Context: an optimization exercise on an open-source flow, tuned for small area, a short achievable clock period and few clock cycles per item. The choices shown serve that exercise and are no tape-out recipe. Where RTL was checked, it was by simulation tests only, not by an equivalence proof against the original.

==> inputs of harbor <==
// cvdsp_noise
module cvdsp_noise (
    input  wire        clk,
    input  wire        rst,           
    input  wire        start,
    input  wire [1:0]  op,
    input  wire        clk_flag,      
    input  wire        hold_flag,     
    input  wire [2:0]  scale_sel,     
    input  wire [31:0] now,           
    input  wire [7:0]  pot_a,         
    input  wire [7:0]  pot_b,         
    input  wire [7:0]  pot3,          
    input  wire [15:0] raw_a,         
    input  wire [15:0] raw_b,         
    input  wire [31:0] arg,           
    input  wire [31:0] cfg_tmin,      
    input  wire [31:0] cfg_tmax,      
    input  wire [15:0] cfg_ext_thresh,  
    input  wire [31:0] cfg_pulse_us,  
    output wire        done,
    output wire  [13:0] quant_mv,      
    output wire         pulse,         
    output wire  [1:0]  fired,         
    output wire  [31:0] seed,          
    output wire  [13:0] cur_a,         
    output wire  [13:0] cur_b,         
    output wire  [31:0] last_a,        
    output wire  [31:0] last_b,        
    output wire  [2:0]  scale,         
    output wire         armed,         
    output wire  [31:0] pulse_until    
);
export LEC_CHECK = 0
export ABC_AREA = 1
export CAP_MARGIN = 20
export CORE_MARGIN = 2
export CORE_UTILIZATION = 40
export PLACE_DENSITY = 0.6
export SLEW_MARGIN = 20
create_clock -name core_clock -period 22.0 [get_ports {clk}]
standard.sh (not shown) runs the stock make flow with config.mk's settings and CLKGATE_MAP_FILE= SYNTH_SCRIPT=/design/flow/synth_recipe.tcl, a recipe that flattens the netlist after the stock synthesis.
==> flow/flow/run.sh <==
#!/bin/bash
# The standard layout, with plain buffers (sky130_fd_sc_hd__buf_2) on the
# ports instead of buffer_ports's default choice, and timing repair asked for
# 9 ns of setup slack at the design's clock period.
# The make output goes to layout.log here; ORFS's per-step logs stay under orfs/logs.
set -euo pipefail
export BUFFER_PORTS_ARGS="-buffer_cell sky130_fd_sc_hd__buf_2"
export SETUP_SLACK_MARGIN=9
bash standard.sh > layout.log 2>&1
==> yarrow: changes against harbor <==
--- a/flow/design.v
+++ b/flow/design.v
@@ -2242,11 +2242,11 @@
     wire [32:0] m_span = {1'b0, cfg_tmin} - {1'b0, cfg_tmax};
     wire [31:0] el_a = now - last_ra;
     wire [31:0] el_b = now - last_rb;
     wire [12:0] w  = win_lut(pot3);
     wire [14:0] w2 = {1'b0, w, 1'b0};
-    wire [12:0] w_lo = 13'd5000 - w;
+    wire [12:0] w_lo = wlo_lut(pot3);
     wire [34:0] fa_mx = {{2{m_span[32]}}, m_span};
     wire fa_one0 = cb_a[0];
     wire fa_two0 = cb_a[1];
     wire fa_neg0 = cb_a[2];
     wire [34:0] fa_pp0 = (({35{fa_one0}} & fa_mx) | ({35{fa_two0}} & {fa_mx[33:0], 1'b0})) ^ {35{fa_neg0}};
CORE_UTILIZATION = 55   (was 40)
PLACE_DENSITY = 0.7   (was 0.6)
==> ember: changes against harbor <==
--- a/flow/design.v
+++ b/flow/design.v
@@ -2209,44 +2209,43 @@
             else
                 quantize = oct_mv(os[7:4] + {3'd0, pg[10]}) + {4'd0, pg[9:0]};
         end
     endfunction
     reg [31:0] st_sbase;     
+    reg [1:0]  st_sn;
     reg [31:0] st_last_a, st_last_b;    
     reg [2:0]  st_scale;
     reg [13:0] st_cur_a, st_cur_b;
     reg        st_armed;
     reg [31:0] st_until;
     reg        p1_valid;
     reg        p1_tick;
     reg        p1_q;
     reg        p1_fa, p1_fb;
-    reg        p1_draw;
     reg [31:0] p1_now;
     reg [31:0] p1_x;         
     reg        p1_pus_pos;   
     reg [13:0] p1_v1, p1_v2;
     reg [2:0]  p1_scl;       
     wire [31:0] x1 = xorshift(st_sbase);
     wire [31:0] x2 = xorshift(x1);
     wire [31:0] x3 = xorshift(x2);
     wire [31:0] x4 = xorshift(x3);
-    wire        n2 = p1_fa && p1_fb;
-    wire        n1 = !n2 && (p1_fa || p1_fb || p1_draw);
-    wire [31:0] seed_r = n2 ? x2 : n1 ? x1 : st_sbase;
-    wire [11:0] r1 = n2 ? x3[11:0] : n1 ? x2[11:0] : x1[11:0];
-    wire [11:0] r2 = n2 ? x4[11:0] : n1 ? x3[11:0] : x2[11:0];
+    wire [31:0] seed_r = (st_sn == 2'd0) ? st_sbase : (st_sn == 2'd1) ? x1 : x2;
+    wire [31:0] s1 = (st_sn == 2'd0) ? x1 : (st_sn == 2'd1) ? x2 : x3;
+    wire [11:0] r1 = s1[11:0];
+    wire [11:0] r2 = (st_sn == 2'd0) ? x2[11:0] : (st_sn == 2'd1) ? x3[11:0] : x4[11:0];
     wire [31:0] last_ra = p1_fa ? p1_now : st_last_a;
     wire [31:0] last_rb = p1_fb ? p1_now : st_last_b;
     wire [26:0] cb_a = {cube_booth_hi(pot_a), cube_booth_lo(pot_a)};
     wire [26:0] cb_b = {cube_booth_hi(pot_b), cube_booth_lo(pot_b)};
     wire [32:0] m_span = {1'b0, cfg_tmin} - {1'b0, cfg_tmax};
     wire [31:0] el_a = now - last_ra;
     wire [31:0] el_b = now - last_rb;
     wire [12:0] w  = win_lut(pot3);
     wire [14:0] w2 = {1'b0, w, 1'b0};
-    wire [12:0] w_lo = 13'd5000 - w;
+    wire [12:0] w_lo = wlo_lut(pot3);
     wire [34:0] fa_mx = {{2{m_span[32]}}, m_span};
     wire fa_one0 = cb_a[0];
     wire fa_two0 = cb_a[1];
     wire fa_neg0 = cb_a[2];
     wire [34:0] fa_pp0 = (({35{fa_one0}} & fa_mx) | ({35{fa_two0}} & {fa_mx[33:0], 1'b0})) ^ {35{fa_neg0}};
@@ -2476,28 +2475,28 @@
         p1_scl     <= scale_sel;
         p1_q       <= in_q;
         if (rst) begin
             p1_valid  <= 1'b0;
             p1_tick   <= 1'b0;
-            p1_draw   <= 1'b0;
             p1_fa     <= 1'b0;
             p1_fb     <= 1'b0;
             st_sbase  <= 32'd1;
+            st_sn     <= 2'd0;
             st_last_a <= 32'd0;
             st_last_b <= 32'd0;
             st_scale  <= 3'd0;
             st_cur_a  <= 14'd5000;
             st_cur_b  <= 14'd5000;
             st_armed  <= 1'b0;
             st_until  <= 32'd0;
         end else begin
             p1_valid  <= start;
             p1_tick   <= in_tick;
-            p1_draw   <= start && (op == OP_DRAW);
             p1_fa     <= fire_a;
             p1_fb     <= fire_b;
             st_sbase  <= (start && op == OP_SEED) ? arg : seed_r;
+            st_sn     <= (start && op == OP_DRAW) ? 2'd1 : {1'b0, fire_a} + {1'b0, fire_b};
             if (start && in_tick && hold_flag)
                 st_scale <= ({3'd0, pot3} * 11'd6) >> 8;
             st_last_a <= last_ra;
             st_last_b <= last_rb;
             st_cur_a  <= cur_a;
==> flow/flow/run.sh (replaced) <==
#!/bin/bash
# The standard layout, with plain buffers (sky130_fd_sc_hd__buf_2) on the
# ports instead of buffer_ports's default choice, and timing repair asked for
# 9.5 ns of setup slack at the design's clock period.
# The make output goes to layout.log here; ORFS's per-step logs stay under orfs/logs.
set -euo pipefail
export BUFFER_PORTS_ARGS="-buffer_cell sky130_fd_sc_hd__buf_2"
export SETUP_SLACK_MARGIN=9.5
bash standard.sh > layout.log 2>&1
==> flow_metrics.tcl <==
set metrics [dict create \
    synth-seq-cells 262 \
    outcome "finished clean" \
    nFlopsAndLatches 262 \
    cp.depth 55 \
    startpoint "pot3[1]" \
]
Source of the figures above: yarrow

==> flow_metrics.tcl <==
set metrics [dict create \
    grt.met3_usage_pct 5.92 \
    cp.depth 29 \
    fin_crit_sh_pct 58.7 \
    synth-seq-cells 262 \
    nFlopsAndLatches 262 \
    outcome "finished clean" \
]
Source of the figures above: harbor

==> flow_metrics.tcl <==
set metrics [dict create \
    outcome "finished clean" \
    grtUsageMet2_pct 56.9 \
    nFlopsAndLatches 263 \
    dr_wl_met3_um 40500 \
    synth-seq-cells 263 \
    synth_xor_area_share_pct 10.9 \
    cp.depth 52 \
    startpoint "pot3[0]" \
]
Source of the figures above: ember

Testbench counts of yarrow, summed over its fixed seeds: cycles 12,000, commands 12,000.
Testbench counts of ember, summed over its fixed seeds: cycles 12,000, commands 12,000.
The RTL of harbor was laid out without a check of its function.

what the ideal ports hide:
The flow's constraints put no driver on any port. The routed layouts listed below were extracted and timed again, unchanged, in two steps.
Step 1 sets driving cells, clkbuf_16 on the clock port and buf_2 on the other inputs (assumed; they add their load-dependent delay and slew).
Step 2 also shifts input and output timing later by t, the mid clock arrival at the registers, as if the neighbouring blocks saw the same clock.
a / b / c = ideal / step 1 / step 2; a / b = the first two.
run | t, ns | slack for setup (ns) | worst hold slack (ns) | worst setup path at the end
harbor | 0.665 | 9.084 / 9.118 / 8.453 | 0.470 / 0.470 / 0.470 | input to register
yarrow | 0.649 | 8.850 / 8.849 / 8.200 | 0.480 / 0.480 / 0.480 | input to register
ember | 0.704 | 9.360 / 9.323 / 8.670 | 0.467 / 0.467 / 0.467 | input to register
After both steps setup and hold are still met in every run listed. The setup slack of ember, which loses most, moves by -0.037 ns with the drivers and by -0.690 ns with both steps.
